Background: an optimization exercise with open tools, aiming at small area, a short achievable clock period and few clock cycles per item. Do not read the settings as production practice.
Function was checked by simulation only, so behaviour that the tests miss may differ from the original.
Power and IR drop assume default switching activity.

==> flow/config.mk <==
export PLATFORM = sky130hd
export DESIGN_NAME = dtl_fec_tx
export DESIGN_NICKNAME = dtl_fec_tx
export VERILOG_FILES = /design/flow/design.v
export SDC_FILE = /design/flow/constraint.sdc
export NUM_CORES = 4
export LEC_CHECK = 0
export CAP_MARGIN = 20
export CORE_MARGIN = 2
export CORE_UTILIZATION = 40
export SLEW_MARGIN = 20
==> flow/constraint.sdc <==
create_clock -name core_clock -period 7.0 [get_ports {clk}]
set_input_delay 1.4000 -clock core_clock [delete_from_list [all_inputs] [get_ports {clk}]]
set_output_delay 1.4000 -clock core_clock [all_outputs]
set_load 0.01 [all_outputs]
==> flow/design.v <==
module dtl_fec_tx (
    input  wire        clk,
    input  wire        rst,
    input  wire        cmd_valid,
    output wire        cmd_ready,
    input  wire        cmd_op,          
    input  wire [7:0]  push_data,       
    input  wire [3:0]  push_cnt,        
    input  wire [3:0]  bld_mod,         
    input  wire [3:0]  bld_fec,         
    input  wire [7:0]  bld_flen,        
    input  wire [15:0] cfg_floor,
    input  wire [15:0] cfg_maxempty,
    output reg         pay_valid,
    output reg  [15:0] pay_data,        
    output reg         frm_valid,
    output wire [11:0] frm_plen,
    output wire [11:0] frm_seq,
    output wire [3:0]  frm_fec,
    output reg  [7:0]  frm_cwid,
    output wire [13:0] frm_off,
    output wire [13:0] frm_short,
    output reg         frm_stop,
    output wire        frm_rem_pend
);
    integer i, j;
    function [5:0] f_ur(input [1:0] bm1, input [3:0] t);
        case ({bm1, t})
            6'd0: f_ur = {4'd0, 2'd0};
            6'd1: f_ur = {4'd1, 2'd0};
            6'd2: f_ur = {4'd2, 2'd0};
            6'd3: f_ur = {4'd3, 2'd0};
            6'd4: f_ur = {4'd4, 2'd0};
            6'd5: f_ur = {4'd5, 2'd0};
            6'd6: f_ur = {4'd6, 2'd0};
            6'd7: f_ur = {4'd7, 2'd0};
            6'd8: f_ur = {4'd8, 2'd0};
            6'd9: f_ur = {4'd9, 2'd0};
            6'd10: f_ur = {4'd10, 2'd0};
            6'd16: f_ur = {4'd0, 2'd0};
            6'd17: f_ur = {4'd1, 2'd1};
            6'd18: f_ur = {4'd1, 2'd0};
            6'd19: f_ur = {4'd2, 2'd1};
            6'd20: f_ur = {4'd2, 2'd0};
            6'd21: f_ur = {4'd3, 2'd1};
            6'd22: f_ur = {4'd3, 2'd0};
            6'd23: f_ur = {4'd4, 2'd1};
            6'd24: f_ur = {4'd4, 2'd0};
            6'd25: f_ur = {4'd5, 2'd1};
            6'd26: f_ur = {4'd5, 2'd0};
            6'd32: f_ur = {4'd0, 2'd0};
            6'd33: f_ur = {4'd1, 2'd2};
            6'd34: f_ur = {4'd1, 2'd1};
            6'd35: f_ur = {4'd1, 2'd0};
            6'd36: f_ur = {4'd2, 2'd2};
            6'd37: f_ur = {4'd2, 2'd1};
            6'd38: f_ur = {4'd2, 2'd0};
            6'd39: f_ur = {4'd3, 2'd2};
            6'd40: f_ur = {4'd3, 2'd1};
            6'd41: f_ur = {4'd3, 2'd0};
            6'd42: f_ur = {4'd4, 2'd2};
            6'd48: f_ur = {4'd0, 2'd0};
            6'd49: f_ur = {4'd1, 2'd3};
            6'd50: f_ur = {4'd1, 2'd2};
            6'd51: f_ur = {4'd1, 2'd1};
            6'd52: f_ur = {4'd1, 2'd0};
            6'd53: f_ur = {4'd2, 2'd3};
            6'd54: f_ur = {4'd2, 2'd2};
            6'd55: f_ur = {4'd2, 2'd1};
            6'd56: f_ur = {4'd2, 2'd0};
            6'd57: f_ur = {4'd3, 2'd3};
            6'd58: f_ur = {4'd3, 2'd2};
            default: f_ur = 6'd0;
        endcase
    endfunction
    function [5:0] f_cw(input cc2, input [1:0] r, input [1:0] bm1);
        case ({cc2, r, bm1})
            5'd0: f_cw = {4'd8, 2'd0};
            5'd1: f_cw = {4'd4, 2'd0};
            5'd2: f_cw = {4'd3, 2'd1};
            5'd3: f_cw = {4'd2, 2'd0};
            5'd4: f_cw = {4'd7, 2'd0};
            5'd5: f_cw = {4'd4, 2'd1};
            5'd6: f_cw = {4'd3, 2'd2};
            5'd7: f_cw = {4'd2, 2'd1};
            5'd8: f_cw = {4'd6, 2'd0};
            5'd9: f_cw = {4'd3, 2'd0};
            5'd10: f_cw = {4'd2, 2'd0};
            5'd11: f_cw = {4'd2, 2'd2};
            5'd12: f_cw = {4'd5, 2'd0};
            5'd13: f_cw = {4'd3, 2'd1};
            5'd14: f_cw = {4'd2, 2'd1};
            5'd15: f_cw = {4'd2, 2'd3};
            5'd16: f_cw = {4'd10, 2'd0};
            5'd17: f_cw = {4'd5, 2'd0};
            5'd18: f_cw = {4'd4, 2'd2};
            5'd19: f_cw = {4'd3, 2'd2};
            5'd20: f_cw = {4'd9, 2'd0};
            5'd21: f_cw = {4'd5, 2'd1};
            5'd22: f_cw = {4'd3, 2'd0};
            5'd23: f_cw = {4'd3, 2'd3};
            5'd24: f_cw = {4'd8, 2'd0};
            5'd25: f_cw = {4'd4, 2'd0};
            5'd26: f_cw = {4'd3, 2'd1};
            5'd27: f_cw = {4'd2, 2'd0};
            5'd28: f_cw = {4'd7, 2'd0};
            5'd29: f_cw = {4'd4, 2'd1};
            5'd30: f_cw = {4'd3, 2'd2};
            5'd31: f_cw = {4'd2, 2'd1};
            default: f_cw = 6'd0;
        endcase
    endfunction
    reg [127:0] q;               
    reg [7:0]   level;
    reg         rem_pend;
    reg [8:0]   rem_bits;        
    reg [3:0]   rem_len;
    reg [3:0]   rem_off;
    reg         rem_c2;          
    reg [7:0]   next_cw;         
    reg [11:0]  frame_no;
    reg [15:0]  empty_cnt;
    reg         busy;            
    reg         flush;           
    reg [1:0]   bm1;             
    reg [3:0]   need;            
    reg         c2;              
    reg [11:0]  sp;              
    reg         sp_ltn;          
    reg         sp_ltneed;       
    reg [1:0]   rfree;           
    reg [9:0]   psym;            
    reg [7:0]   flen4;           
    reg [15:0]  acc;             
    reg [3:0]   wcnt;
    reg [3:0]   off_h;
    reg [2:0]   short_h;
    reg         rv;              
    reg         rop;             
    reg  [7:0]  r_a;             
    reg  [3:0]  r_b;             
    reg         r_cok;           
    reg  [15:0] r_floor;
    reg  [15:0] r_maxe;
    reg         nd;              
    reg         lvl_lo;          
    wire [3:0]  r_cnt = r_b;
    wire [7:0]  r_pb  = r_a;
    assign frm_plen     = {2'b00, psym};
    assign frm_seq      = frame_no;
    assign frm_fec      = c2 ? 4'd2 : 4'd1;
    assign frm_off      = {10'd0, off_h};
    assign frm_short    = {11'd0, short_h};
    assign frm_rem_pend = rem_pend;
    function [9:0] f_enc(input cc2, input [5:0] x);
        f_enc = cc2 ? {x[0] ^ x[2] ^ x[4], x[4] ^ x[5], x[2] ^ x[3], x[0] ^ x[1], x[5:0]}
                    : {2'b00, ~x[3:0], x[3:0]};
    endfunction
    wire [1:0] a_bm1 = r_b[1:0];
    wire       a_c2f = r_b[2];                       
    wire [7:0] a_flen = r_a;
    wire       fl1   = (a_flen == 8'd1);
    wire       fl2   = (a_flen == 8'd2);
    wire       c_is4 = fl1 && (a_bm1 == 2'd0);
    wire       c_is8 = (fl1 && (a_bm1 == 2'd1)) || (fl2 && (a_bm1 == 2'd0));
    reg  [11:0] cap;                                 
    always @* begin
        case (a_bm1)
            2'd0: cap = {2'b00, a_flen, 2'b00};
            2'd1: cap = {1'b0, a_flen, 3'b000};
            2'd2: cap = {2'b00, a_flen, 2'b00} + {1'b0, a_flen, 3'b000};
            default: cap = {a_flen, 4'b0000};
        endcase
    end
    wire       a_lvl0  = (level == 8'd0);
    wire       a_rpart = (c_is4 && rem_len > 4'd4) || (c_is8 && rem_len > 4'd8);
    wire [3:0] a_t     = a_rpart ? (c_is4 ? 4'd4 : 4'd8) : rem_len;
    wire [3:0] a_n     = a_c2f ? 4'd10 : 4'd8;
    wire [3:0] a_k     = a_c2f ? 4'd6 : 4'd4;
    wire       a_split = c_is4 || (c_is8 && a_c2f);
    wire [9:0] a_enc   = f_enc(a_c2f, q[5:0]);
    wire       a_short = (level < {4'd0, a_k});
    function f_room(input l1, input l2, input [1:0] bm, input [3:0] t);
        f_room = l1 ? (t <= 3 * (bm + 1)) : l2 ? (t <= 7 * (bm + 1)) : 1'b1;
    endfunction
    reg  [9:0] a_bits;
    reg  [3:0] a_len;
    reg        a_last;
    always @* begin
        if (rem_pend) begin
            a_bits = {1'b0, rem_bits & (a_rpart ? (c_is4 ? 9'h00F : 9'h0FF) : 9'h1FF)};
            a_len  = a_t;
            a_last = a_rpart || (rem_c2 != a_c2f) || a_lvl0 || !f_room(fl1, fl2, a_bm1, a_t);
        end else if (!a_lvl0) begin
            a_bits = a_split ? (a_enc & (c_is4 ? 10'h00F : 10'h0FF)) : a_enc;
            a_len  = a_split ? (c_is4 ? 4'd4 : 4'd8) : a_n;
            a_last = a_split || (level <= {4'd0, a_k}) || !f_room(fl1, fl2, a_bm1, a_n);
        end else begin
            a_bits = 10'd0;
            a_len  = 4'd0;
            a_last = 1'b1;
        end
    end
    wire        a_cw = !rem_pend && !a_lvl0;
    wire [5:0]  a_ur = f_ur(a_bm1, a_len);
    wire [3:0]  a_u  = a_ur[5:2];
    wire [1:0]  a_r  = a_ur[1:0];
    wire [11:0] a_sp = cap - {8'd0, a_len};
    wire [3:0]  a_nf = (rem_pend ? rem_c2 : a_c2f) ? 4'd10 : 4'd8;    
    wire [3:0]  a_need = a_nf + {2'b00, a_bm1} + 4'd1;
    wire [3:0] b_n     = c2 ? 4'd10 : 4'd8;
    wire [3:0] b_k     = c2 ? 4'd6 : 4'd4;
    wire       sp_hi   = (sp[11:4] != 8'd0);
    wire       b_split = sp_ltn;
    wire [9:0] b_enc   = f_enc(c2, q[5:0]);
    reg  [9:0] b_mask;
    always @* begin
        for (i = 0; i < 10; i = i + 1)
            b_mask[i] = (i < sp[3:0]);
    end
    wire [3:0] b_len   = b_split ? sp[3:0] : b_n;
    wire       b_last  = b_split || (level <= {4'd0, b_k}) ||
                         sp_ltneed;
    wire [5:0] b_ur    = f_cw(c2, rfree, bm1);
    wire [3:0] b_u     = b_ur[5:2];
    wire [1:0] b_r     = b_split ? 2'd0 : b_ur[1:0];
    wire       b_short = (level < {4'd0, b_k});
    wire [11:0] b_sp   = sp - {8'd0, b_n};
    reg [7:0] pb;
    always @* begin
        for (i = 0; i < 8; i = i + 1)
            pb[i] = (i < push_cnt) ? push_data[7 - i] : 1'b0;
    end
    wire [7:0] lvl_b  = !busy ? level : b_short ? 8'd0 : level - {4'd0, b_k};
    wire       p_fits = ({1'b0, lvl_b} + {5'd0, r_cnt} <= 9'd128);
    wire       push_ok = r_cok && p_fits;
    wire       do_push  = rv && !rop && (flush || !busy || b_last || (nd && lvl_lo));
    wire       do_build = rv && rop && !busy && !flush;
    assign cmd_ready = !rv || do_push || do_build;
    wire ins_en  = do_push && push_ok && !rst;
    wire [15:0] pch = {8'd0, r_pb & {8{ins_en}}} << lvl_b[2:0];
    reg  [15:0] bsel;            
    always @* begin
        for (i = 0; i < 16; i = i + 1)
            bsel[i] = (lvl_b[6:3] == i);
    end
    reg  [127:0] ins;
    always @* begin
        for (i = 0; i < 128; i = i + 1)
            ins[i] = (bsel[i >> 3] & pch[i & 7]) |
                     (((i >> 3) != 0) ? (bsel[(i >> 3) - 1] & pch[8 + (i & 7)]) : 1'b0);
    end
    wire [9:0]  cbits = b_split ? (b_enc & b_mask) : b_enc;
    wire [25:0] comb  = {10'd0, acc} | ({16'd0, cbits} << wcnt);
    wire [5:0]  tw0   = {2'b00, wcnt} + {2'b00, b_len};
    wire [5:0]  tw1   = {2'b00, wcnt} + {2'b00, b_len} + {4'd0, b_r};
    wire [5:0]  tw    = b_last ? tw1 : tw0;
    wire        wfull = tw[4];    
    wire        empty    = ({8'd0, level} < r_floor);
    wire [15:0] ecnt_inc = empty_cnt + {15'd0, (empty_cnt != 16'hFFFF)};
    wire        stop_e   = (r_maxe != 16'hFFFF) && (empty_cnt >= r_maxe);
    wire sh_cw = busy || (do_build && a_cw);
    wire sh_c2 = busy ? c2 : a_c2f;
    reg [7:0] level_d;
    always @* begin
        level_d = lvl_b;
        if (do_build && a_cw) level_d = a_short ? 8'd0 : level - {4'd0, a_k};
        if (do_push && push_ok) level_d = lvl_b + {4'd0, r_cnt};
        if (rst) level_d = 8'd0;
    end
    always @(posedge clk) begin
        pay_valid <= 1'b0;
        frm_valid <= 1'b0;
        q <= (q & {128{!rst && !sh_cw}}) |
             ({4'd0, q[127:4]} & {128{!rst && sh_cw && !sh_c2}}) |
             ({6'd0, q[127:6]} & {128{!rst && sh_cw && sh_c2}}) |
             ins;
        if (frm_valid)
            frame_no <= frame_no + 12'd1;
        if (cmd_ready) begin
            rv      <= cmd_valid;
            rop     <= cmd_op;
            r_a     <= cmd_op ? bld_flen : pb;
            r_b     <= cmd_op ? {1'b0, bld_fec[1], bld_mod[1:0] - 2'd1} : push_cnt;
            r_cok   <= (push_cnt != 4'd0) && (push_cnt <= 4'd8);
            r_floor <= cfg_floor;
            r_maxe  <= cfg_maxempty;
        end
        level  <= level_d;
        lvl_lo <= (level_d <= 8'd124);
        if (do_build) begin
            bm1       <= a_bm1;
            nd        <= ({4'd0, level} >= cap + 12'd6);
            need      <= a_need;
            sp_ltn    <= (a_sp < {8'd0, a_nf});
            sp_ltneed <= (a_sp < {8'd0, a_need});
            flen4     <= a_flen;
            c2        <= rem_pend ? rem_c2 : a_c2f;
            frm_cwid  <= next_cw - {7'd0, rem_pend};
            off_h     <= rem_pend ? rem_off : 4'd0;
            empty_cnt <= empty ? ecnt_inc : 16'd0;
            frm_stop  <= empty && stop_e;
            short_h   <= (a_cw && a_short) ? a_k[2:0] - level[2:0] : 3'd0;
            sp        <= a_sp;
            rfree     <= a_r;
            psym      <= {6'd0, a_u};
            if (rem_pend) begin
                if (a_rpart) begin
                    rem_bits <= c_is4 ? {4'd0, rem_bits[8:4]} : {8'd0, rem_bits[8]};
                    rem_len  <= rem_len - (c_is4 ? 4'd4 : 4'd8);
                    rem_off  <= rem_off + (c_is4 ? 4'd4 : 4'd8);
                end else begin
                    rem_pend <= 1'b0;
                end
            end else if (a_cw) begin
                next_cw <= next_cw + 8'd1;
                if (a_split) begin
                    rem_pend <= 1'b1;
                    rem_bits <= c_is4 ? a_enc[9:4] : {7'd0, a_enc[9:8]};
                    rem_len  <= a_n - (c_is4 ? 4'd4 : 4'd8);
                    rem_off  <= c_is4 ? 4'd4 : 4'd8;
                    rem_c2   <= a_c2f;
                end
            end
        end
        if (busy) begin
            sp      <= b_sp;
            sp_ltn    <= (b_sp < {8'd0, b_n});
            sp_ltneed <= (b_sp < {8'd0, need});
            rfree   <= b_r;
            psym    <= b_split ? {flen4, 2'b00} : psym + {6'd0, b_u};
            next_cw <= next_cw + 8'd1;
            short_h <= b_short ? b_k[2:0] - level[2:0] : 3'd0;
            if (b_split) begin
                rem_pend <= 1'b1;
                rem_bits <= b_enc[9:1] >> (sp[3:0] - 4'd1);
                rem_len  <= b_n - sp[3:0];
                rem_off  <= sp[3:0];
                rem_c2   <= c2;
            end
        end
        if (busy) begin
            busy <= !b_last;
            pay_data <= comb[15:0];
            if (wfull) begin
                pay_valid <= 1'b1;
                acc  <= comb[25:16];
                wcnt <= tw[3:0];
                if (b_last) begin
                    if (tw[3:0] != 4'd0) flush <= 1'b1;
                    else begin
                        frm_valid <= 1'b1;
                        acc  <= 16'd0;
                    end
                end
            end else if (b_last) begin
                pay_valid <= (tw != 6'd0);
                frm_valid <= 1'b1;
                acc  <= 16'd0;
                wcnt <= 4'd0;
            end else begin
                acc  <= comb[15:0];
                wcnt <= tw[3:0];
            end
        end else if (do_build) begin
            busy     <= !a_last;
            pay_data <= {6'd0, a_bits};
            if (a_last) begin
                pay_valid <= (a_len != 4'd0);
                frm_valid <= 1'b1;
            end else begin
                acc  <= {6'd0, a_bits};
                wcnt <= a_len;
            end
        end
        if (flush) begin
            pay_valid <= 1'b1;
            pay_data  <= acc;
            frm_valid <= 1'b1;
            flush <= 1'b0;
            acc  <= 16'd0;
            wcnt <= 4'd0;
        end
        if (rst) begin
            busy      <= 1'b0;
            rv        <= 1'b0;
            flush     <= 1'b0;
            pay_valid <= 1'b0;
            frm_valid <= 1'b0;
            rem_pend  <= 1'b0;
            next_cw   <= 8'd0;
            frame_no  <= 12'd0;
            empty_cnt <= 16'd0;
            acc       <= 16'd0;
            wcnt      <= 4'd0;
        end
    end
endmodule
==> flow/run.sh <==
#!/bin/bash
# synth_recipe.tcl (not shown) runs the flow's synth.tcl, then flattens the netlist and writes it again
# the make line also repeats each setting of config.mk as NAME=value (left out here)
make -C /OpenROAD-flow-scripts/flow DESIGN_CONFIG=/design/flow/config.mk WORK_HOME=/design/flow/orfs CLKGATE_MAP_FILE= SYNTH_SCRIPT=/design/flow/synth_recipe.tcl finish
==> flow_metrics.env, run 1 <==
export IMPL_clkSinkCount=336
export IMPL_worstSetupPathType="reg2reg"
export IMPL_setup_tns_ns=0
export IMPL_port_buffers=118
export IMPL_skew_ns=0.0288
export IMPL_min_to="rem_off[0]"
export IMPL_drt_iter0_markers=2387
export IMPL_p_per_area_nw_per_um2=246
export IMPL_num_antenna_cells=0
export IMPL_rsz0062_at_grt="false"
export IMPL_start_kind="flip-flop"
export IMPL_synth_area_leaders="dfxtp_1, edfxtp_1, ha_1"
export IMPL_synth_flop_cell="dfxtp_1"
export IMPL_min_delay_start="rem_off[0]"
export IMPL_grt_max_degree=68
export IMPL_dp_cells=3001
export IMPL_postCtsHoldBufs=0
export IMPL_routed_wl_mm=62.2
export IMPL_ir_drop_mv=0.192
export IMPL_cts_tree="built"
export IMPL_hp_class="reg2reg"
export IMPL_syn2layout_area_growth_pct=13.8
export IMPL_yosys_area_top_type="dfxtp_1"
export IMPL_vias_per_cell=6.15
export IMPL_cap_viol_max_count=0
export IMPL_r2r_slack_ns=1.20
export IMPL_fmax_ghz=0.172
export IMPL_cp_arrival_ns=6.29
export IMPL_async_flop_share_pct=0
export IMPL_clkSlewWorstSetupHoldPaths_ns=0.06
export IMPL_cp_required_ns=7.49
export IMPL_wl_per_cell_um=20.2
export IMPL_nNetsFinal=2534
export IMPL_ys_warn_count=1
export IMPL_tightest_slew_ns=1.03
export IMPL_reg2reg_from="level[4]"
export IMPL_drv_slew=0
export IMPL_fill_cells=5079
export IMPL_preCtsSetupSlack_ns=1.31
export IMPL_synth_top_area_share_pct=20.6
export IMPL_cts_buffers=41
export IMPL_die_h_um=234
export IMPL_clockBufferDepth=3
export IMPL_drc=0
export IMPL_reg2reg_to="q[123]"
export IMPL_gp_congestion=0.929
export IMPL_synth_seq_cells=336
export IMPL_final_cell_count_no_fill=3076
export IMPL_floorplan_die_area_um2=54500
export IMPL_synth_cell_area_um2=21100
export IMPL_yosysUniqueCellTypes=98
export IMPL_layout_common_cells="dfxtp_1, nor2_1, nand2_1"
export IMPL_min_period_ns=5.80
export IMPL_vias=18900
export IMPL_cts_root_buf="clkbuf_16"
export IMPL_setup_ws_ns=1.20
export IMPL_row_count=84
export IMPL_layout_commonest_cell="dfxtp_1"
export IMPL_avgSynthCellArea_um2=9.03
export IMPL_setup_viol=0
export IMPL_initial_utilization_pct=40.3
export IMPL_num_io_pins=149
export IMPL_track_usage_pct=22.3
export IMPL_cp_max_fo=15
export IMPL_dp_hpwl_mm=43.1
export IMPL_whs_path_depth=1
export IMPL_clock_latency_ns=0.58
export IMPL_ys_seq_area_share_pct=37.6
export IMPL_layout_drive_gt1_share_pct=7.20
export IMPL_relSlewSlack_pct=30.7
export IMPL_drt_first_pass_iters=14
export IMPL_core_area_um2=52300
export IMPL_grt_pass1_vias=17900
export IMPL_fin_worst_hold_slack_ns=0.480
export IMPL_synth_edf_count=119
export IMPL_run_status="finished clean"
export IMPL_antenna_left=0
export IMPL_die_x_um=234
export IMPL_r2r_cells=14
export IMPL_end_kind="flip-flop"
export IMPL_timing_final_crit_share_pct=82.8
export IMPL_syn_instance_count=2334
export IMPL_fin_util_pct=45.8
export IMPL_antenna_found_initial=0
export IMPL_grt_ovfl_total=0
export IMPL_htreeDepth=2
export IMPL_ctsResizeCount=0
export IMPL_leakagePower_nw=9.11
export IMPL_post_cts_buffers=0
export IMPL_hold_viol=0
export IMPL_grt_pass1_wl_mm=98.4
export IMPL_multi_input_area_um2=11900
export IMPL_seqCellArea_um2=7920
-- worst max-delay path: stages (launching register included) --
cell and delay (ns):
dfxtp_1 0.50, or4_1 0.69, nor3_2 0.41, or2_1 0.48, inv_2 0.28, ha_1 0.43, xnor2_1 0.33, o2bb2ai_1 0.16
a22oi_1 0.11, a2111o_1 0.37, a2111oi_4 0.28, or2_1 0.56, and2_4 0.31, nand3_2 0.44, o221ai_1 0.36
-- per-stage QoR --
| stage | power [W] | area [um2] |
|---|---|---|
| after floorplan | 0.00329 | 21200 |
| after global placement | 0.00366 | 22600 |
| after detailed placement | 0.00369 | 22600 |
| after CTS | 0.00593 | 24000 |
| after global routing | 0.00619 | 24000 |
| final | 0.00590 | 24000 |
-- synthesized netlist by cell type, drive strengths merged, types with 18 or more instances --
| cell | n |
|---|---|
| nor2b | 27 |
| a211oi | 23 |
| nand2 | 182 |
| nor3 | 41 |
| mux2i | 46 |
| xor2 | 49 |
| ha | 105 |
| o21ai | 123 |
| inv | 118 |
| a21o | 31 |
| a221o | 37 |
| edfxtp | 119 |
| o22ai | 20 |
| a21oi | 145 |
| nand3 | 53 |
| buf | 70 |
| nand2b | 18 |
| xnor2 | 51 |
| o221ai | 74 |
| nor2 | 218 |
| a31oi | 19 |
| dfxtp | 217 |
| clkbuf | 117 |
| nand4 | 22 |
| and2 | 23 |
| or2 | 19 |
| a222oi | 122 |
| a22oi | 18 |
-- metal layers --
metal	GRT usage [%]	wire length (um)	vias to the layer above
li1	-	-	8895
met3	3.43	4410	100
met1	29.7	27300	9149
met4	7.50	1370	0
met5	0	0	-
met2	36.9	29200	779
-- state kept, by name, summed over array words and instances (netlist names), 8 cells and up --
register / cells
frame_no: 12
rem_bits: 9
r_a: 8
q: 128
r_floor: 16
psym: 10
flen4: 8
r_maxe: 16
pay_data: 16
level: 8
frm_cwid: 8
sp: 12
acc: 16
next_cw: 8
empty_cnt: 16
-- power by group --
group | leakage (nW) | switching [W] | total [W] | internal (W)
combinational | 5.49 | 0.000860 | 0.00138 | 0.000518
clock | 0.698 | 0.000873 | 0.00223 | 0.00135
sequential | 2.92 | 0.000142 | 0.00230 | 0.00215
total | 9.11 | 0.00188 | 0.00590 | 0.00403
-- how the worst max path moves through the flow --
stage	from	to	slack (ns)	cells past startpoint
6_report	level[4]	q[123]	1.20	14
5_1_grt	level[1]	q[19]	0.86	17
4_1_cts	level[4]	q[123]	1.31	15
3_5_place_dp	level[4]	q[123]	1.31	15
3_3_place_gp	level[4]	q[123]	1.40	15
2_1_floorplan	level[3]	cmd_ready	1.75	7
-- final cells by class --
cell class | instances | area share [%]
Clock buffer | 59 | 5.03
Clock inverter | 16 | 0.887
Sequential cell | 336 | 33.0
Timing Repair Buffer | 142 | 5.66
Tap cell | 688 | 3.59
Inverter | 125 | 1.96
Multi-Input combinational cell | 1710 | 49.8
-- kinds of logic after synthesis --
kind of cell | synth area share, %
fa+ha+maj | 7.14
xor+xnor | 4.38
buf+inv | 6.29
flops | 37.6
simple gates | 15.4
other cells | 0.0178
mux | 2.93
compound gates | 26.3
Testbench counts, summed over its fixed seeds: cycles 3,788, frames 618.
==> run 2: changes to the inputs <==
--- a/flow/design.v
+++ b/flow/design.v
@@ -141,6 +141,6 @@
     reg  [3:0]  r_b;             
     reg         r_cok;           
-    reg  [15:0] r_floor;
-    reg  [15:0] r_maxe;
+    reg  [7:0]  r_floor;         
+    reg         r_stope;         
     reg         nd;              
     reg         lvl_lo;          
@@ -257,7 +257,7 @@
     wire [5:0]  tw    = b_last ? tw1 : tw0;
     wire        wfull = tw[4];    
-    wire        empty    = ({8'd0, level} < r_floor);
+    wire        empty    = (level < r_floor);
     wire [15:0] ecnt_inc = empty_cnt + {15'd0, (empty_cnt != 16'hFFFF)};
-    wire        stop_e   = (r_maxe != 16'hFFFF) && (empty_cnt >= r_maxe);
+    wire [15:0] ecnt_d   = rst ? 16'd0 : !do_build ? empty_cnt : empty ? ecnt_inc : 16'd0;
     wire sh_cw = busy || (do_build && a_cw);
     wire sh_c2 = busy ? c2 : a_c2f;
@@ -284,8 +284,9 @@
             r_b     <= cmd_op ? {1'b0, bld_fec[1], bld_mod[1:0] - 2'd1} : push_cnt;
             r_cok   <= (push_cnt != 4'd0) && (push_cnt <= 4'd8);
-            r_floor <= cfg_floor;
-            r_maxe  <= cfg_maxempty;
+            r_floor <= (cfg_floor[15:8] != 8'd0) ? 8'hFF : cfg_floor[7:0];
+            r_stope <= (cfg_maxempty != 16'hFFFF) && (ecnt_d >= cfg_maxempty);
         end
         level  <= level_d;
+        empty_cnt <= ecnt_d;
         lvl_lo <= (level_d <= 8'd124);
         if (do_build) begin
@@ -299,6 +300,5 @@
             frm_cwid  <= next_cw - {7'd0, rem_pend};
             off_h     <= rem_pend ? rem_off : 4'd0;
-            empty_cnt <= empty ? ecnt_inc : 16'd0;
-            frm_stop  <= empty && stop_e;
+            frm_stop  <= empty && r_stope;
             short_h   <= (a_cw && a_short) ? a_k[2:0] - level[2:0] : 3'd0;
             sp        <= a_sp;
@@ -391,5 +391,4 @@
             next_cw   <= 8'd0;
             frame_no  <= 12'd0;
-            empty_cnt <= 16'd0;
             acc       <= 16'd0;
             wcnt      <= 4'd0;
==> run 2 against run 1 <==
Still clean on timing, DRC and antenna. Wire length is 3.4% lower. Total power down 16%. Flip-flop and latch count down 23. Clock power down 8%. Sequential share of layout area down 1.5 points. Hold slack lost 0.0015 ns. Critical endpoint is now q[9]. Highest routed layer unchanged.
==> flow_metrics.env, run 2 <==
export IMPL_synth_common_cells="dfxtp_1, nand2_1, nor2_1"
export IMPL_row_count=82
export IMPL_cts_buffers=39
export IMPL_drt_first_pass_iters=13
export IMPL_run_status="finished clean"
export IMPL_whs_path_depth=1
export IMPL_cp_required_ns=7.47
export IMPL_tightest_slew_ns=0.907
export IMPL_top_register="q"
export IMPL_gp_congestion=0.948
export IMPL_p_per_area_nw_per_um2=216
export IMPL_clkSinkCount=313
export IMPL_r2r_slack_ns=0.79
export IMPL_floorplan_die_area_um2=52100
export IMPL_routed_wl_mm=60.1
export IMPL_post_cts_buffers=0
export IMPL_rsz0062_at_grt="false"
export IMPL_ir_drop_mv=0.164
export IMPL_setup_viol=0
export IMPL_layout_drive_gt1_share_pct=7.31
export IMPL_ys_warn_count=1
export IMPL_drc=0
export IMPL_synth_edf_count=96
export IMPL_synth_area_leaders="dfxtp_1, edfxtp_1, ha_1"
export IMPL_placed_cell_area_um2=21600
export IMPL_clkSlewWorstSetupHoldPaths_ns=0.06
export IMPL_wl_per_cell_um=20.2
export IMPL_synth_top_area_share_pct=21.6
export IMPL_hp_class="reg2reg"
export IMPL_yosysUniqueCellTypes=102
export IMPL_drv_slew=0
export IMPL_startpoint="level[1]"
export IMPL_relSlewSlack_pct=39.5
export IMPL_die_h_um=228
export IMPL_htreeDepth=2
export IMPL_design_area_um2=22900
export IMPL_nNetsFinal=2452
export IMPL_leakagePower_nw=8.66
export IMPL_end_kind="flip-flop"
export IMPL_synth_most_common_cell="dfxtp_1"
export IMPL_r2r_cells=17
export IMPL_synth_cell_area_um2=20100
export IMPL_drt_iter0_markers=2228
export IMPL_avgSynthCellArea_um2=8.95
export IMPL_reg2reg_to="q[9]"
export IMPL_num_io_pins=149
export IMPL_cp_arrival_ns=6.68
export IMPL_layout_commonest_cell="dfxtp_1"
export IMPL_cts_tree="built"
export IMPL_core_area_um2=49900
export IMPL_postCtsHoldBufs=0
export IMPL_yosys_area_top_type="dfxtp_1"
export IMPL_grt_ovfl_total=0
export IMPL_clock_latency_ns=0.57
export IMPL_reg2reg_from="level[1]"
export IMPL_port_buffers=118
export IMPL_fmax_ghz=0.161
export IMPL_antenna_left=0
export IMPL_grt_pass1_vias=17400
export IMPL_vias=18200
export IMPL_antenna_found_initial=1
export IMPL_ctsResizeCount=0
export IMPL_skew_ns=0.0218
export IMPL_ys_seq_area_share_pct=35.9
export IMPL_min_delay_start="rem_off[0]"
export IMPL_syn_instance_count=2248
export IMPL_grt_max_degree=125
export IMPL_initial_utilization_pct=40.3
export IMPL_die_x_um=228
export IMPL_syn2layout_area_growth_pct=14.0
export IMPL_min_to="rem_off[0]"
export IMPL_track_usage_pct=22.4
export IMPL_vias_per_cell=6.12
export IMPL_synth_seq_cells=313
export IMPL_synth_flop_cell="dfxtp_1"
export IMPL_worstSetupPathType="reg2reg"
export IMPL_async_flop_share_pct=0
export IMPL_timing_final_crit_share_pct=88.7
export IMPL_start_kind="flip-flop"
export IMPL_hold_viol=0
export IMPL_clockBufferDepth=3
export IMPL_cp_max_fo=15
export IMPL_dp_hpwl_mm=41.4
export IMPL_grt_pass1_wl_mm=96.1
export IMPL_cap_viol_max_count=0
export IMPL_largest_reg_flops=128
export IMPL_cts_root_buf="clkbuf_16"
export IMPL_layout_common_cells="dfxtp_1, nand2_1, nor2_1"
export IMPL_min_period_ns=6.21
export IMPL_setup_tns_ns=0
-- run 2: worst max path at each step --
stage	end	slack [ns]
CTS	q[122]	0.91
finish	q[9]	0.79
global placement	q[49]	1.02
floorplan	sp[10]	2.46
detailed placement	q[105]	0.92
global route	q[57]	0.33
-- run 2: worst max-delay path, stage by stage, from the launching register on --
cell      delay [ns]
dfxtp_1         0.43
inv_1           0.21
ha_1            0.23
nand2b_1        0.26
nand3_2         0.29
nand2_1         0.40
clkinv_1        0.34
ha_1            0.31
fa_1            0.41
a21o_1          0.18
a21oi_1         0.51
nor3_1          0.14
nor4bb_1        0.43
a211o_1         0.23
nand3_4         0.18
nor2_2          0.54
nand2_1         0.65
o221ai_1        0.36
-- run 2: layout make-up --
type	instances	area [um2]
fill	4827	26900
multi-input combinational	1674	11800
sequential	313	7230
timing repair buffer	143	1400
clock buffer	50	1110
tap	672	841
inverter	103	387
clock inverter	16	184
antenna	1	2.50
-- run 2: cells by family (layout without fill, tap and decap cells) --
group / count (synthesis) / count (layout) / synth area share [%]
adder cells (fa/ha/maj): 114 / 114 / 7.43
AO/OA/AOI/OAI: 720 / 720 / 26.8
AND/OR/NAND/NOR: 651 / 651 / 16.1
XOR/XNOR: 107 / 107 / 4.73
flip-flops: 313 / 313 / 35.9
buffers and inverters: 285 / 312 / 6.07
other: 1 / 26 / 0.0186
multiplexers: 57 / 57 / 3.03
-- run 2: power by group --
part           switching, W  internal (W)
sequential        0.0000761       0.00194
clock              0.000822       0.00123
combinational      0.000546      0.000342
total               0.00144       0.00352
-- run 2: per-stage QoR --
step	hold slack [ns]	cells	total power, W	setup WS, ns	utilization (%)
2_1_floorplan	0.436	2272	0.00266	2.46	-
3_3_place_gp	0.462	2905	0.00291	1.02	43.4
3_5_place_dp	0.465	2905	0.00293	0.923	43.4
4_1_cts	0.481	2971	0.00500	0.910	46.0
5_1_grt	0.507	2971	0.00518	0.333	46.0
6_report	0.478	2972	0.00496	0.790	46.0
-- run 2: routing by layer --
metal	wire length [um]	track usage [%]
met5	0	0
met4	1700	8.03
met3	3430	3.14
met2	28900	38.0
met1	26100	29.1
Testbench counts of run 2, summed over its fixed seeds: cycles 3,788, frames 618.
==> run 3: changes to the inputs <==
--- a/flow/design.v
+++ b/flow/design.v
@@ -113,4 +113,7 @@
     reg [127:0] q;               
     reg [7:0]   level;
+    reg [7:0]   lvlk;            
+    reg [3:0]   rooml;           
+    reg [3:0]   roomk;           
     reg         rem_pend;
     reg [8:0]   rem_bits;        
@@ -137,4 +140,5 @@
     reg [2:0]   short_h;
     reg         rv;              
+    reg         rdy;             
     reg         rop;             
     reg  [7:0]  r_a;             
@@ -220,6 +224,5 @@
     end
     wire [3:0] b_len   = b_split ? sp[3:0] : b_n;
-    wire       b_last  = b_split || (level <= {4'd0, b_k}) ||
-                         sp_ltneed;
+    wire       b_last  = sp_ltneed || (lvlk == 8'd0);
     wire [5:0] b_ur    = f_cw(c2, rfree, bm1);
     wire [3:0] b_u     = b_ur[5:2];
@@ -232,10 +235,10 @@
             pb[i] = (i < push_cnt) ? push_data[7 - i] : 1'b0;
     end
-    wire [7:0] lvl_b  = !busy ? level : b_short ? 8'd0 : level - {4'd0, b_k};
-    wire       p_fits = ({1'b0, lvl_b} + {5'd0, r_cnt} <= 9'd128);
+    wire [7:0] lvl_b  = busy ? lvlk : level;
+    wire       p_fits = (r_cnt <= (busy ? roomk : rooml));
     wire       push_ok = r_cok && p_fits;
     wire       do_push  = rv && !rop && (flush || !busy || b_last || (nd && lvl_lo));
     wire       do_build = rv && rop && !busy && !flush;
-    assign cmd_ready = !rv || do_push || do_build;
+    assign cmd_ready = rdy;
     wire ins_en  = do_push && push_ok && !rst;
     wire [15:0] pch = {8'd0, r_pb & {8{ins_en}}} << lvl_b[2:0];
@@ -262,5 +265,7 @@
     wire sh_cw = busy || (do_build && a_cw);
     wire sh_c2 = busy ? c2 : a_c2f;
+    wire [3:0] k_d = (do_build ? (rem_pend ? rem_c2 : a_c2f) : c2) ? 4'd6 : 4'd4;
     reg [7:0] level_d;
+    wire [7:0] lvlk_d = (level_d < {4'd0, k_d}) ? 8'd0 : level_d - {4'd0, k_d};
     always @* begin
         level_d = lvl_b;
@@ -269,5 +274,15 @@
         if (rst) level_d = 8'd0;
     end
+    wire busy_d  = !rst && (busy ? !b_last : do_build && !a_last);
+    wire flush_d = !rst && busy && b_last && wfull && (tw[3:0] != 4'd0);
+    wire ltneed_d = busy ? (b_sp < {8'd0, need}) : do_build ? (a_sp < {8'd0, a_need}) : sp_ltneed;
+    wire nd_d    = do_build ? ({4'd0, level} >= cap + 12'd6) : nd;
+    wire rv_d    = !rst && (!cmd_ready || cmd_valid);
+    wire rop_d   = cmd_ready ? cmd_op : rop;
+    wire rdy_d   = !rv_d || (rop_d ? (!busy_d && !flush_d)
+                                   : (flush_d || !busy_d || ltneed_d || (lvlk_d == 8'd0) ||
+                                      (nd_d && (level_d <= 8'd124))));
     always @(posedge clk) begin
+        rdy <= rdy_d;
         pay_valid <= 1'b0;
         frm_valid <= 1'b0;
@@ -288,12 +303,15 @@
         end
         level  <= level_d;
+        lvlk   <= lvlk_d;
+        rooml  <= (level_d <= 8'd120) ? 4'd8 : 4'd0 - level_d[3:0];
+        roomk  <= (lvlk_d <= 8'd120) ? 4'd8 : 4'd0 - lvlk_d[3:0];
         empty_cnt <= ecnt_d;
         lvl_lo <= (level_d <= 8'd124);
+        nd     <= nd_d;
+        sp_ltneed <= ltneed_d;
         if (do_build) begin
             bm1       <= a_bm1;
-            nd        <= ({4'd0, level} >= cap + 12'd6);
             need      <= a_need;
             sp_ltn    <= (a_sp < {8'd0, a_nf});
-            sp_ltneed <= (a_sp < {8'd0, a_need});
             flen4     <= a_flen;
             c2        <= rem_pend ? rem_c2 : a_c2f;
@@ -327,5 +345,4 @@
             sp      <= b_sp;
             sp_ltn    <= (b_sp < {8'd0, b_n});
-            sp_ltneed <= (b_sp < {8'd0, need});
             rfree   <= b_r;
             psym    <= b_split ? {flen4, 2'b00} : psym + {6'd0, b_u};
--- a/flow/config.mk
+++ b/flow/config.mk
@@ -9,3 +9,4 @@
 export CORE_MARGIN = 2
 export CORE_UTILIZATION = 40
+export SETUP_SLACK_MARGIN = 3.0
 export SLEW_MARGIN = 20
==> run 3 against run 2 <==
Register-to-register slack improved by 2.2 ns. Combinational power increased by 120%. Critical path depth unchanged. Count of clock-buffer cells in the layout increased by 6. Critical endpoint is now rdy. Die area increased by 4.2%. Largest power group is now registers.
==> flow_metrics.env, run 3 <==
export IMPL_p_per_area_nw_per_um2=250
export IMPL_r2r_slack_ns=2.96
export IMPL_net_switching_power_w=0.00220
export IMPL_num_io_pins=149
export IMPL_drc=0
export IMPL_run_status="finished clean"
export IMPL_grt_busiest_layer="met2"
export IMPL_core_area_um2=51600
export IMPL_layout_common_cells="nand2_1, dfxtp_1, nor2_1"
export IMPL_wl_per_cell_um=19.8
export IMPL_timing_final_crit_share_pct=57.8
export IMPL_ir_drop_mv=0.168
export IMPL_top_register="q"
export IMPL_routed_wl_mm=65.3
export IMPL_gr_usage_met3_pct=3.05
export IMPL_min_delay_start="rem_off[0]"
export IMPL_relSlewSlack_pct=33.0
export IMPL_syn2layout_area_growth_pct=20.3
export IMPL_grt_util_met2_pct=39.9
export IMPL_multi_input_area_um2=12900
export IMPL_synth_edf_count=92
export IMPL_cts_tree="built"
export IMPL_htreeDepth=2
export IMPL_synth_area_leaders="dfxtp_1, edfxtp_1, ha_1"
export IMPL_skew_ns=0.0191
export IMPL_async_flop_share_pct=0
export IMPL_die_h_um=233
export IMPL_yosys_area_top_type="dfxtp_1"
export IMPL_clockPowerShare_pct=33.9
export IMPL_drt_iter0_markers=2195
export IMPL_antenna_left=0
export IMPL_largest_reg_flops=128
export IMPL_startpoint="busy"
export IMPL_nNetsFinal=2766
export IMPL_clkSlewWorstSetupHoldPaths_ns=0.06
export IMPL_layout_commonest_cell="nand2_1"
export IMPL_synth_most_common_cell="nand2_1"
export IMPL_cap_viol_max_count=0
export IMPL_sw_frac_of_total_pct=34.8
export IMPL_tightest_slew_ns=1.01
export IMPL_syn_instance_count=2449
export IMPL_grt_pass1_wl_mm=102
export IMPL_ys_warn_count=1
export IMPL_rsz0062_at_grt="true"
export IMPL_clock_latency_ns=0.59
export IMPL_worstSetupPathType="reg2reg"
export IMPL_end_kind="flip-flop"
export IMPL_clkSinkCount=330
export IMPL_ys_seq_area_share_pct=35.9
export IMPL_fill_cells=4810
export IMPL_grt_pass1_vias=18900
export IMPL_die_x_um=233
export IMPL_hold_viol=0
export IMPL_track_usage_pct=23.3
export IMPL_p_int_w=0.00411
export IMPL_start_kind="flip-flop"
export IMPL_vias=20000
export IMPL_reg2reg_from="busy"
export IMPL_cts_root_buf="clkbuf_16"
export IMPL_antenna_found_initial=0
export IMPL_min_period_ns=4.04
export IMPL_cp_arrival_ns=4.54
export IMPL_row_count=83
export IMPL_cts_buffers=42
export IMPL_cp_max_fo=8
export IMPL_setup_tns_ns=0
export IMPL_combinationalPowerShare_pct=30.3
export IMPL_hp_class="reg2reg"
export IMPL_synth_flop_cell="dfxtp_1"
export IMPL_setup_viol=0
export IMPL_floorplan_die_area_um2=54300
export IMPL_use_met1_pct=30.2
export IMPL_drv_slew=0
export IMPL_drt_first_pass_iters=13
export IMPL_synth_cell_area_um2=21000
export IMPL_seqPwrFrac_pct=35.8
export IMPL_clockBufferDepth=3
export IMPL_initial_utilization_pct=40.6
export IMPL_avgSynthCellArea_um2=8.57
export IMPL_fmax_ghz=0.247
export IMPL_fin_util_pct=48.9
export IMPL_grt_ovfl_total=0
export IMPL_port_buffers=118
export IMPL_seqCellArea_um2=7540
export IMPL_layout_drive_gt1_share_pct=13.3
export IMPL_fin_worst_hold_slack_ns=0.460
export IMPL_cp_required_ns=7.50
export IMPL_power_w=0.00631
export IMPL_leakagePower_nw=9.74
export IMPL_synth_seq_cells=330
export IMPL_vias_per_cell=6.08
export IMPL_gp_congestion=0.903
export IMPL_grt_max_degree=123
export IMPL_synth_common_cells="nand2_1, dfxtp_1, nor2_1"
export IMPL_synth_top_area_share_pct=22.7
export IMPL_yosysUniqueCellTypes=89
export IMPL_dp_hpwl_mm=43.9
[run 3: changes by cell type after synthesis, moves of 14 or more]
cell,change
dfxtp_1,+21
clkbuf_1,+17
nand2_1,+92
a22oi_1,+14
nor2_1,+47
o221ai_1,-35
buf_2,-18
o21ai_0,+30
nand3_1,+32
[run 3: critical path, stage by stage (launching register included)]
cell,delay (ns)
dfxtp_4,0.45
buf_4,0.15
mux2i_2,0.21
buf_6,0.13
inv_1,0.04
ha_2,0.20
a211o_1,0.33
a21oi_2,0.19
o21ai_0,0.12
a221oi_2,0.29
a211oi_2,0.15
or3_4,0.45
nor4_4,0.31
nand2b_4,0.21
ha_4,0.15
nand3_1,0.07
or3_4,0.40
o211ai_1,0.10
[run 3: kinds of logic after synthesis]
| logic type | count (synthesis) | synth area share, % |
|---|---|---|
| simple gates | 826 | 18.2 |
| compound gates | 716 | 24.9 |
| flops | 330 | 35.9 |
| buf+inv | 286 | 5.75 |
| fa+ha+maj | 121 | 7.54 |
| xor+xnor | 105 | 4.38 |
| mux | 64 | 3.36 |
| other cells | 1 | 0.0179 |
[run 3: per-stage QoR]
step	std cells	cell area, um2	worst slack, ns
CTS	3248	24700	2.99
detailed placement	3120	22600	2.07
global placement	3120	22600	2.13
finish	3292	25200	2.96
global route	3291	25200	2.78
floorplan	2473	21200	2.79
[run 3: metal layers]
| metal | share of wire, % | wire length [um] | up-vias |
|---|---|---|---|
| li1 | - | - | 9402 |
| met1 | 42 | 27700 | 9669 |
| met2 | 49 | 31800 | 834 |
| met3 | 6.7 | 4400 | 101 |
| met4 | 2.1 | 1370 | 0 |
| met5 | 0 | 0 | - |
[run 3: repair_timing]
item                       4_1_cts  5_1_grt
cloned                           1        0
buffers inserted                53       43
hold buffers                     0        0
setup endpoints to repair      173      117
pin swaps                       29       44
hold endpoints to repair         0        0
gates resized for setup         70       50
[run 3: power by group through the flow]
stage	clock (W)	combinational, W	sequential (W)
2_1_floorplan	0	0.00123	0.00224
3_3_place_gp	0	0.00165	0.00229
3_5_place_dp	0	0.00167	0.00230
4_1_cts	0.00219	0.00180	0.00226
5_1_grt	0.00227	0.00209	0.00227
6_report	0.00214	0.00191	0.00226
[run 3: layout make-up]
cell class | instances | area share, %
Antenna cell | 1 | 0.00991
Clock buffer | 56 | 4.61
Clock inverter | 18 | 0.773
Inverter | 107 | 1.68
Multi-Input combinational cell | 1858 | 51.1
Sequential cell | 330 | 29.9
Tap cell | 680 | 3.37
Timing Repair Buffer | 242 | 8.58
[run 3: worst paths after layout]
kind | to | depth (start not counted)
setup / recovery | rdy | 17
hold / removal | rem_off[0] | 2
setup reg to reg | rdy | 17
hold reg to reg | rem_off[0] | 2
Testbench counts of run 3, summed over its fixed seeds: cycles 3,788, frames 618.
==> run 4: changes to the inputs <==
--- a/flow/design.v
+++ b/flow/design.v
@@ -366,14 +366,9 @@
                 if (b_last) begin
                     if (tw[3:0] != 4'd0) flush <= 1'b1;
-                    else begin
-                        frm_valid <= 1'b1;
-                        acc  <= 16'd0;
-                    end
+                    else frm_valid <= 1'b1;
                 end
             end else if (b_last) begin
                 pay_valid <= (tw != 6'd0);
                 frm_valid <= 1'b1;
-                acc  <= 16'd0;
-                wcnt <= 4'd0;
             end else begin
                 acc  <= comb[15:0];
@@ -383,11 +378,8 @@
             busy     <= !a_last;
             pay_data <= {6'd0, a_bits};
-            if (a_last) begin
-                pay_valid <= (a_len != 4'd0);
-                frm_valid <= 1'b1;
-            end else begin
-                acc  <= {6'd0, a_bits};
-                wcnt <= a_len;
-            end
+            pay_valid <= a_last && (a_len != 4'd0);
+            frm_valid <= a_last;
+            acc  <= {6'd0, a_bits};
+            wcnt <= a_len;
         end
         if (flush) begin
@@ -396,6 +388,4 @@
             frm_valid <= 1'b1;
             flush <= 1'b0;
-            acc  <= 16'd0;
-            wcnt <= 4'd0;
         end
         if (rst) begin
@@ -408,6 +398,4 @@
             next_cw   <= 8'd0;
             frame_no  <= 12'd0;
-            acc       <= 16'd0;
-            wcnt      <= 4'd0;
         end
     end
--- a/flow/config.mk
+++ b/flow/config.mk
@@ -8,5 +8,7 @@
 export CAP_MARGIN = 20
 export CORE_MARGIN = 2
-export CORE_UTILIZATION = 40
+export CORE_UTILIZATION = 55
+export CTS_CLUSTER_DIAMETER = 80
+export CTS_CLUSTER_SIZE = 40
 export SETUP_SLACK_MARGIN = 3.0
 export SLEW_MARGIN = 20
==> run 4 against run 3 <==
Still clean on timing, DRC and antenna. Flip-flop and latch count unchanged. Synthesized cell count fell by 3.9%. Worst setup slack worse by 0.047 ns. Design area shrank 5.7%. Critical endpoint is now r_stope.
==> flow_metrics.env, run 4 <==
export IMPL_run_status="finished clean"
export IMPL_reg2reg_to="r_stope"
export IMPL_cp_max_fo=3
export IMPL_cts_root_buf="clkbuf_16"
export IMPL_drv_slew=0
export IMPL_cts_buffers=21
export IMPL_synth_seq_cells=330
export IMPL_synth_most_common_cell="nand2_1"
export IMPL_hp_class="reg2reg"
export IMPL_gp_congestion=0.939
export IMPL_reg2reg_from="r_floor[1]"
export IMPL_yosys_area_top_type="dfxtp_1"
export IMPL_min_period_ns=4.09
export IMPL_grt_max_degree=129
export IMPL_worstSetupPathType="reg2reg"
export IMPL_ys_warn_count=1
export IMPL_cp_common_cell="a21o_1"
export IMPL_synth_common_cells="nand2_1, dfxtp_1, nor2_1"
export IMPL_clkSinkCount=330
export IMPL_whs_path_depth=2
export IMPL_synth_top_area_share_pct=21.0
export IMPL_num_io_pins=149
export IMPL_fmax_ghz=0.244
export IMPL_leakagePower_nw=9.00
export IMPL_p_per_area_nw_per_um2=216
export IMPL_grt_pass1_vias=17900
export IMPL_dp_hpwl_mm=41.6
export IMPL_largest_reg_flops=128
export IMPL_synth_cell_area_um2=20800
export IMPL_preCtsSetupSlack_ns=1.58
export IMPL_power_w=0.00514
export IMPL_floorplan_die_area_um2=39400
export IMPL_num_antenna_cells=0
export IMPL_dp_cells=2861
export IMPL_core_area_um2=37500
export IMPL_design_area_um2=23800
export IMPL_ir_drop_mv=0.167
export IMPL_synth_edf_count=112
export IMPL_cp_arrival_ns=4.39
export IMPL_track_usage_pct=30.2
export IMPL_cap_viol_max_count=0
export IMPL_crit_path_cell_trace="inv_1, ha_1, a21o_1, a21o_1, a21o_1, a21o_1, a21o_1, a21o_1, a21oi_4, nand3_2, a21o_1, ha_1, nand2b_4, a21o_1, a21o_1, a21o_1, a21o_1, a21oi_2, nor2b_1, o21ai_1, a21oi_1, o41a_1"
export IMPL_tightest_slew_ns=1.07
export IMPL_r2r_slack_ns=2.91
export IMPL_slowest_stage="edfxtp_1"
export IMPL_clock_latency_ns=0.56
export IMPL_end_kind="flip-flop"
export IMPL_synth_flop_cell="dfxtp_1"
export IMPL_layout_commonest_cell="nand2_1"
export IMPL_hold_viol=0
export IMPL_min_to="rem_bits[1]"
export IMPL_grt_ovfl_total=0
export IMPL_cp_required_ns=7.29
export IMPL_drc=0
export IMPL_vias_per_cell=6.44
export IMPL_drt_first_pass_iters=13
export IMPL_timing_final_crit_share_pct=58.4
export IMPL_layout_drive_gt1_share_pct=10.2
export IMPL_setup_tns_ns=0
export IMPL_setup_ws_ns=2.91
export IMPL_min_delay_start="rem_bits[1]"
export IMPL_port_buffers=118
export IMPL_routed_wl_mm=60.6
export IMPL_vias=19000
export IMPL_cts_tree="built"
export IMPL_antenna_left=0
export IMPL_setup_viol=0
export IMPL_postCtsHoldBufs=0
export IMPL_die_h_um=199
export IMPL_ys_seq_area_share_pct=37.1
export IMPL_synth_area_leaders="dfxtp_1, edfxtp_1, ha_1"
export IMPL_rsz0062_at_grt="true"
export IMPL_placed_cell_area_um2=22300
export IMPL_clkSlewWorstSetupHoldPaths_ns=0.10
export IMPL_htreeDepth=1
export IMPL_grt_pass1_wl_mm=96.2
export IMPL_drt_iter0_markers=2171
export IMPL_relSlewSlack_pct=28.7
export IMPL_syn2layout_area_growth_pct=14.3
export IMPL_avgSynthCellArea_um2=8.85
export IMPL_initial_utilization_pct=55.6
export IMPL_clockBufferDepth=3
export IMPL_nNetsFinal=2609
export IMPL_antenna_found_initial=1
export IMPL_crit_path_max_incr_delay_ns=0.37
export IMPL_wl_per_cell_um=20.6
export IMPL_syn_instance_count=2353
export IMPL_final_cell_count_no_fill=2949
export IMPL_layout_common_cells="nand2_1, dfxtp_1, nor2_1"
export IMPL_start_kind="flip-flop"
export IMPL_row_count=71
export IMPL_async_flop_share_pct=0
export IMPL_die_x_um=199
export IMPL_top_register="q"
export IMPL_skew_ns=0.0323
export IMPL_yosysUniqueCellTypes=94
export IMPL_r2r_cells=22
## run 4: where the power goes
part / switching [W] / total [W] / internal [W]
clock: 0.000760 / 0.00139 / 0.000633
combinational: 0.000911 / 0.00151 / 0.000598
sequential: 0.000135 / 0.00224 / 0.00211
total: 0.00181 / 0.00514 / 0.00334
## run 4: layout make-up
type | count | area [um2]
Sequential cell | 330 | 7750
Clock inverter | 13 | 164
Inverter | 111 | 447
Timing Repair Buffer | 192 | 1780
Fill cell | 3223 | 13700
Clock buffer | 24 | 568
Tap cell | 511 | 639
Multi-Input combinational cell | 1768 | 12500
## run 4: worst max-delay path: cells and delay by family (launching register included)
kind,cells,cell delay [ns]
flops,1,0.37
buf+inv,1,0.06
compound gates,16,2.60
fa+ha+maj,2,0.51
simple gates,3,0.29
## run 4: worst max-delay path by stage
stage / from / endpoint / slack (ns) / cells after the start
final: r_floor[1] / r_stope / 2.91 / 22
after global routing: r_floor[1] / r_stope / 2.67 / 22
after CTS: r_floor[1] / r_stope / 2.84 / 22
after detailed placement: r_b[0] / rdy / 1.58 / 19
after global placement: r_b[0] / rdy / 1.72 / 19
after floorplan: busy / rdy / 2.92 / 25
## run 4: what timing repair did
action	in CTS	in global routing
resized for setup	53	35
pin swaps	23	13
hold endpoints to repair	0	0
buffers inserted	33	18
setup endpoints to repair	167	43
## run 4: cells by family (layout without fill, tap and decap cells)
kind of cell / count (synthesis) / count (layout) / synth area share (%)
and+or+nand+nor: 711 / 711 / 15.9
other: 1 / 25 / 0.0180
muxes: 63 / 63 / 3.42
AOI/OAI and AO/OA: 738 / 738 / 25.7
adders and majority gates: 121 / 121 / 7.59
DFF: 330 / 330 / 37.1
buffers and inverters: 279 / 340 / 5.62
xor gates and xnor gates: 110 / 110 / 4.63
## run 4: routing by layer
layer | GRT usage [%] | share of wire [%] | vias to the layer above
li1 | - | - | 8974
met4 | 8.26 | 2.8 | 0
met5 | 0 | 0 | -
met1 | 40.8 | 43 | 9076
met2 | 51.2 | 47 | 805
met3 | 3.51 | 6.9 | 132
## run 4: through the flow
step	util [%]	hold slack, ns
floorplan	-	0.427
global placement	59.5	0.439
detailed placement	59.5	0.444
CTS	62.7	0.459
global route	63.5	0.502
finish	63.5	0.460
Testbench counts of run 4, summed over its fixed seeds: cycles 3,788, frames 618.
==> run 5: changes to the inputs <==
--- a/flow/config.mk
+++ b/flow/config.mk
@@ -11,4 +11,5 @@
 export CTS_CLUSTER_DIAMETER = 80
 export CTS_CLUSTER_SIZE = 40
+export PLACE_DENSITY = 0.75
 export SETUP_SLACK_MARGIN = 3.0
 export SLEW_MARGIN = 20
==> run 5 against run 4 <==
Hold slack worse by 0.0013 ns. Register-to-register slack better by 0.05 ns. Synthesized cell count is the same. Global-route usage decreased by 1.0 points. Fmax increased by 1.2%. First-iteration DRC count grew 35%. Die area unchanged. Worst setup slack improved by 0.050 ns. Critical path type unchanged. Largest cell class unchanged. Highest routed layer unchanged.
==> flow_metrics.env, run 5 <==
export IMPL_port_buffers=118
export IMPL_drv_slew=0
export IMPL_synth_top_area_share_pct=21.0
export IMPL_drt_iter0_markers=2936
export IMPL_synth_most_common_cell="nand2_1"
export IMPL_grt_max_degree=129
export IMPL_ir_drop_mv=0.178
export IMPL_antenna_found_initial=0
export IMPL_reg2reg_from="r_floor[1]"
export IMPL_hp_class="reg2reg"
export IMPL_yosys_area_top_type="dfxtp_1"
export IMPL_vias_per_cell=6.57
export IMPL_track_usage_pct=29.2
export IMPL_routed_wl_mm=59.9
export IMPL_drc=0
export IMPL_final_cell_count_no_fill=2949
export IMPL_dp_cells=2857
export IMPL_syn2layout_area_growth_pct=14.7
export IMPL_whs_path_depth=2
export IMPL_ys_seq_area_share_pct=37.1
export IMPL_cts_buffers=20
export IMPL_antenna_left=0
export IMPL_clkSlewWorstSetupHoldPaths_ns=0.10
export IMPL_reg2reg_to="r_stope"
export IMPL_synth_cell_area_um2=20800
export IMPL_core_area_um2=37500
export IMPL_grt_pass1_vias=18000
export IMPL_crit_path_max_incr_delay_ns=0.38
export IMPL_p_per_area_nw_per_um2=219
export IMPL_clock_latency_ns=0.56
export IMPL_leakagePower_nw=9.01
export IMPL_die_x_um=199
export IMPL_worstSetupPathType="reg2reg"
export IMPL_min_period_ns=4.04
export IMPL_r2r_slack_ns=2.96
export IMPL_clockBufferDepth=3
export IMPL_yosysUniqueCellTypes=94
export IMPL_syn_instance_count=2353
export IMPL_skew_ns=0.0419
export IMPL_grt_ovfl_total=0
export IMPL_min_to="rem_bits[1]"
export IMPL_relSlewSlack_pct=34.5
export IMPL_ys_warn_count=1
export IMPL_synth_area_leaders="dfxtp_1, edfxtp_1, ha_1"
export IMPL_grt_pass1_wl_mm=93.8
export IMPL_synth_edf_count=112
export IMPL_cp_common_cell="a21o_1"
export IMPL_vias=19400
export IMPL_layout_commonest_cell="nand2_1"
export IMPL_cp_max_fo=3
export IMPL_cts_tree="built"
export IMPL_end_kind="flip-flop"
export IMPL_htreeDepth=1
export IMPL_r2r_cells=22
export IMPL_fmax_ghz=0.248
export IMPL_cp_required_ns=7.31
export IMPL_slowest_stage="edfxtp_1"
export IMPL_async_flop_share_pct=0
export IMPL_timing_final_crit_share_pct=57.7
export IMPL_floorplan_die_area_um2=39400
export IMPL_min_delay_start="rem_bits[1]"
export IMPL_dp_hpwl_mm=40.4
export IMPL_tightest_slew_ns=0.982
export IMPL_synth_flop_cell="dfxtp_1"
export IMPL_layout_common_cells="nand2_1, dfxtp_1, nor2_1"
export IMPL_cp_arrival_ns=4.35
export IMPL_initial_utilization_pct=55.6
export IMPL_synth_seq_cells=330
export IMPL_wl_per_cell_um=20.3
export IMPL_top_register="q"
export IMPL_avgSynthCellArea_um2=8.85
export IMPL_num_io_pins=149
export IMPL_clkSinkCount=330
export IMPL_gp_congestion=0.948
export IMPL_row_count=71
export IMPL_rsz0062_at_grt="true"
export IMPL_drt_first_pass_iters=15
export IMPL_hold_viol=0
export IMPL_synth_common_cells="nand2_1, dfxtp_1, nor2_1"
export IMPL_start_kind="flip-flop"
export IMPL_largest_reg_flops=128
export IMPL_setup_tns_ns=0
export IMPL_setup_viol=0
export IMPL_run_status="finished clean"
export IMPL_cap_viol_max_count=0
export IMPL_nNetsFinal=2609
export IMPL_num_antenna_cells=0
export IMPL_layout_drive_gt1_share_pct=10.3
export IMPL_die_h_um=199
export IMPL_cts_root_buf="clkbuf_16"
export IMPL_crit_path_cell_trace="inv_2, ha_4, a21o_1, a21o_1, a21o_1, a21o_1, a21o_1, a21o_1, a21oi_4, nand3_2, a21o_1, ha_1, nand2b_4, a21o_1, a21o_1, a21o_1, a21o_1, a21oi_2, nor2b_1, o21ai_1, a21oi_1, o41a_1"
run 5: final cells by class:
cell class              instances  area (um2)
clock buffers                  23         576
clock inverters                13         225
fillers                      3147       13600
inverters                     111         438
multi-input cells            1768       12500
flip-flops and latches        330        7750
well taps                     511         639
repair buffers                193        1800
run 5: metrics by stage:
step	hold WS (ns)	area (um2)	utilization (%)	setup WS [ns]	power (W)
5_1_grt	0.501	23900	63.7	2.76	0.00546
3_3_place_gp	0.443	22300	59.4	1.72	0.00360
4_1_cts	0.458	23400	62.4	2.87	0.00513
3_5_place_dp	0.443	22300	59.4	1.62	0.00364
2_1_floorplan	0.427	21100	-	2.92	0.00325
6_report	0.459	23900	63.7	2.96	0.00523
run 5: worst max path at each step:
| stage | from | end | slack, ns | cells past startpoint |
|---|---|---|---|---|
| floorplan | busy | rdy | 2.92 | 25 |
| global placement | r_b[0] | rdy | 1.72 | 18 |
| detailed placement | r_b[0] | rdy | 1.62 | 18 |
| CTS | r_floor[1] | r_stope | 2.87 | 22 |
| global route | r_b[1] | sp[11] | 2.76 | 15 |
| finish | r_floor[1] | r_stope | 2.96 | 22 |
run 5: timing repair:
action	CTS	global route
gates resized for setup	41	48
setup buffers	24	32
hold buffers	0	0
pin swaps	17	13
setup endpoints to repair	167	37
run 5: power breakdown:
part           total, W  internal (W)  switching [W]
logic           0.00151      0.000602       0.000913
clock network   0.00147      0.000690       0.000780
registers       0.00225       0.00211       0.000140
total           0.00523       0.00340        0.00183
run 5: kinds of logic after synthesis:
kind of cell | Yosys count | synth area share, %
AOI/OAI and AO/OA | 738 | 25.7
xor gates and xnor gates | 110 | 4.63
muxes | 63 | 3.42
and+or+nand+nor | 711 | 15.9
adders and majority gates | 121 | 7.59
DFF | 330 | 37.1
buffers and inverters | 279 | 5.62
other | 1 | 0.0180
run 5: layer usage:
layer  share of wire, %  global-route usage (%)  up-vias
met1                 41                    39.4     9227
met3                8.6                    3.61      165
met4                3.1                    9.67        0
li1                   -                       -     8974
met2                 47                    48.5     1005
met5                  0                       0        -
run 5: critical path, delay by kind of cell, from the launching register on:
| kind | cells | cell delay [ns] |
|---|---|---|
| adders and majority gates | 2 | 0.48 |
| DFF | 1 | 0.38 |
| and+or+nand+nor | 3 | 0.29 |
| AOI/OAI and AO/OA | 16 | 2.57 |
| buffers and inverters | 1 | 0.07 |
==> run 6: changes to the inputs <==
--- a/flow/config.mk
+++ b/flow/config.mk
@@ -9,6 +9,4 @@
 export CORE_MARGIN = 2
 export CORE_UTILIZATION = 55
-export CTS_CLUSTER_DIAMETER = 80
-export CTS_CLUSTER_SIZE = 40
 export PLACE_DENSITY = 0.75
 export SETUP_SLACK_MARGIN = 3.0
==> run 6 against run 5 <==
Still clean. Combinational power barely moved. Flip-flop and latch count did not move. Cell count rose by 1.6%. Largest cell class unchanged. Largest power group unchanged. Highest routed layer unchanged.
==> flow_metrics.env, run 6 <==
export IMPL_clockBufferDepth=3
export IMPL_row_count=71
export IMPL_cts_buffers=39
export IMPL_synth_common_cells="nand2_1, dfxtp_1, nor2_1"
export IMPL_setup_tns_ns=0
export IMPL_setup_viol=0
export IMPL_async_flop_share_pct=0
export IMPL_tightest_slew_ns=0.955
export IMPL_num_antenna_cells=0
export IMPL_grt_max_degree=129
export IMPL_worstSetupPathType="reg2reg"
export IMPL_htreeDepth=2
export IMPL_min_to="rem_bits[1]"
export IMPL_clkSlewWorstSetupHoldPaths_ns=0.06
export IMPL_hp_class="reg2reg"
export IMPL_synth_seq_cells=330
export IMPL_top_register="q"
export IMPL_cts_tree="built"
export IMPL_yosysUniqueCellTypes=94
export IMPL_synth_area_leaders="dfxtp_1, edfxtp_1, ha_1"
export IMPL_synth_most_common_cell="nand2_1"
export IMPL_timing_final_crit_share_pct=58.9
export IMPL_synth_xor_area_share_pct=4.63
export IMPL_largest_reg_flops=128
export IMPL_cp_required_ns=7.30
export IMPL_crit_path_cell_trace="ha_1, a21o_1, a21o_1, a21o_1, a21o_1, a21o_1, a21oi_4, nand3_2, a21o_1, ha_1, nand2b_4, a21o_1, a21o_1, a21o_1, a21o_1, a21oi_2, nor2b_1, o21ai_1, a21oi_1, o41a_1"
export IMPL_floorplan_die_area_um2=39400
export IMPL_num_io_pins=149
export IMPL_power_w=0.00585
export IMPL_fin_util_pct=65.4
export IMPL_cp_max_fo=11
export IMPL_skew_ns=0.0260
export IMPL_relSlewSlack_pct=36.3
export IMPL_fmax_ghz=0.243
export IMPL_leakagePower_nw=9.33
export IMPL_synth_adder_area_share_pct=7.59
export IMPL_synth_top_area_share_pct=21.0
export IMPL_ys_warn_count=1
export IMPL_cap_viol_max_count=0
export IMPL_track_usage_pct=29.8
export IMPL_drv_slew=0
export IMPL_antenna_found_initial=0
export IMPL_r2r_slack_ns=2.88
export IMPL_grt_pass1_vias=18200
export IMPL_run_status="finished clean"
export IMPL_grt_ovfl_total=0
export IMPL_wl_per_cell_um=20.4
export IMPL_synth_compound_area_share_pct=25.7
export IMPL_synth_top_family_by_area="compound AO/OA/AOI/OAI gates"
export IMPL_reg2reg_from="level[2]"
export IMPL_nNetsFinal=2641
export IMPL_clkSinkCount=330
export IMPL_initial_utilization_pct=55.6
export IMPL_end_kind="flip-flop"
export IMPL_antenna_left=0
export IMPL_synthMuxAreaShare_pct=3.42
export IMPL_die_x_um=199
export IMPL_routed_wl_mm=61.2
export IMPL_gp_congestion=0.948
export IMPL_cts_root_buf="clkbuf_16"
export IMPL_r2r_cells=20
export IMPL_cp_arrival_ns=4.42
export IMPL_start_kind="flip-flop"
export IMPL_yosys_area_top_type="dfxtp_1"
export IMPL_synth_flop_cell="dfxtp_1"
export IMPL_min_delay_start="rem_bits[1]"
export IMPL_p_per_area_nw_per_um2=238
export IMPL_clock_latency_ns=0.57
export IMPL_crit_path_max_incr_delay_ns=0.52
export IMPL_slowest_stage="dfxtp_2"
export IMPL_whs_path_depth=2
==> run 6: cell counts after synthesis <==
Identical to the previous run, type by type.
==> run 6: final cells by class <==
| type | instances | area (um2) |
|---|---|---|
| Tap cell | 511 | 639 |
| Multi-Input combinational cell | 1769 | 12500 |
| Sequential cell | 330 | 7740 |
| Clock inverter | 16 | 175 |
| Inverter | 111 | 442 |
| Fill cell | 3063 | 13000 |
| Clock buffer | 54 | 1130 |
| Timing Repair Buffer | 205 | 1910 |
==> run 6: power by group <==
part	internal, W	total, W	switching [W]
Clock	0.00122	0.00206	0.000845
Combinational	0.000617	0.00154	0.000924
Sequential	0.00211	0.00225	0.000136
==> run 6: how the worst max path moves through the flow <==
stage / start / endpoint / slack (ns)
after global routing: r_floor[1] / r_stope / 2.69
after detailed placement: r_b[0] / rdy / 1.62
after CTS: r_floor[1] / r_stope / 2.81
after global placement: r_b[0] / rdy / 1.72
final: level[2] / r_stope / 2.88
after floorplan: busy / rdy / 2.92
==> run 6: cell families after synthesis <==
logic type | Yosys count
multiplexers | 63
other | 1
flip-flops | 330
buffers and inverters | 279
XOR/XNOR | 110
AND/OR/NAND/NOR | 711
AO/OA/AOI/OAI | 738
adder cells (fa/ha/maj) | 121
==> run 6: routing by layer <==
layer	vias to the layer above	global-route usage, %	part of all wire [%]
li1	9056	-	-
met4	0	11.5	3.5
met5	-	0	0
met2	1058	48.5	47
met1	9324	39.7	41
met3	198	4.76	9.3
==> run 6: metrics by stage <==
stage / setup WS, ns / cell area (um2) / std cells / hold WS, ns
2_1_floorplan: 2.92 / 21100 / 2377 / 0.427
3_3_place_gp: 1.72 / 22300 / 2857 / 0.443
3_5_place_dp: 1.62 / 22300 / 2857 / 0.443
4_1_cts: 2.81 / 23900 / 2949 / 0.451
5_1_grt: 2.69 / 24500 / 2996 / 0.493
6_report: 2.88 / 24500 / 2996 / 0.453
==> run 6: what timing repair did <==
action | CTS | global route
setup endpoints to repair | 166 | 54
gates resized for setup | 40 | 57
buffers inserted | 22 | 45
gates cloned | 0 | 2
pin swaps | 20 | 20
==> run 6: critical path, delay by kind of cell, from the launching register on <==
family | cells | cell delay [ns]
fa+ha+maj | 2 | 0.59
compound gates | 15 | 2.44
simple gates | 3 | 0.30
flops | 1 | 0.52

Check on run 6: ideal ports give 2.879 ns setup slack; a clkbuf_16 on the clock port and buf_2 on the inputs give 2.879 ns; moving port delays by the midpoint clock arrival (0.612 ns) as well gives 2.726 ns.
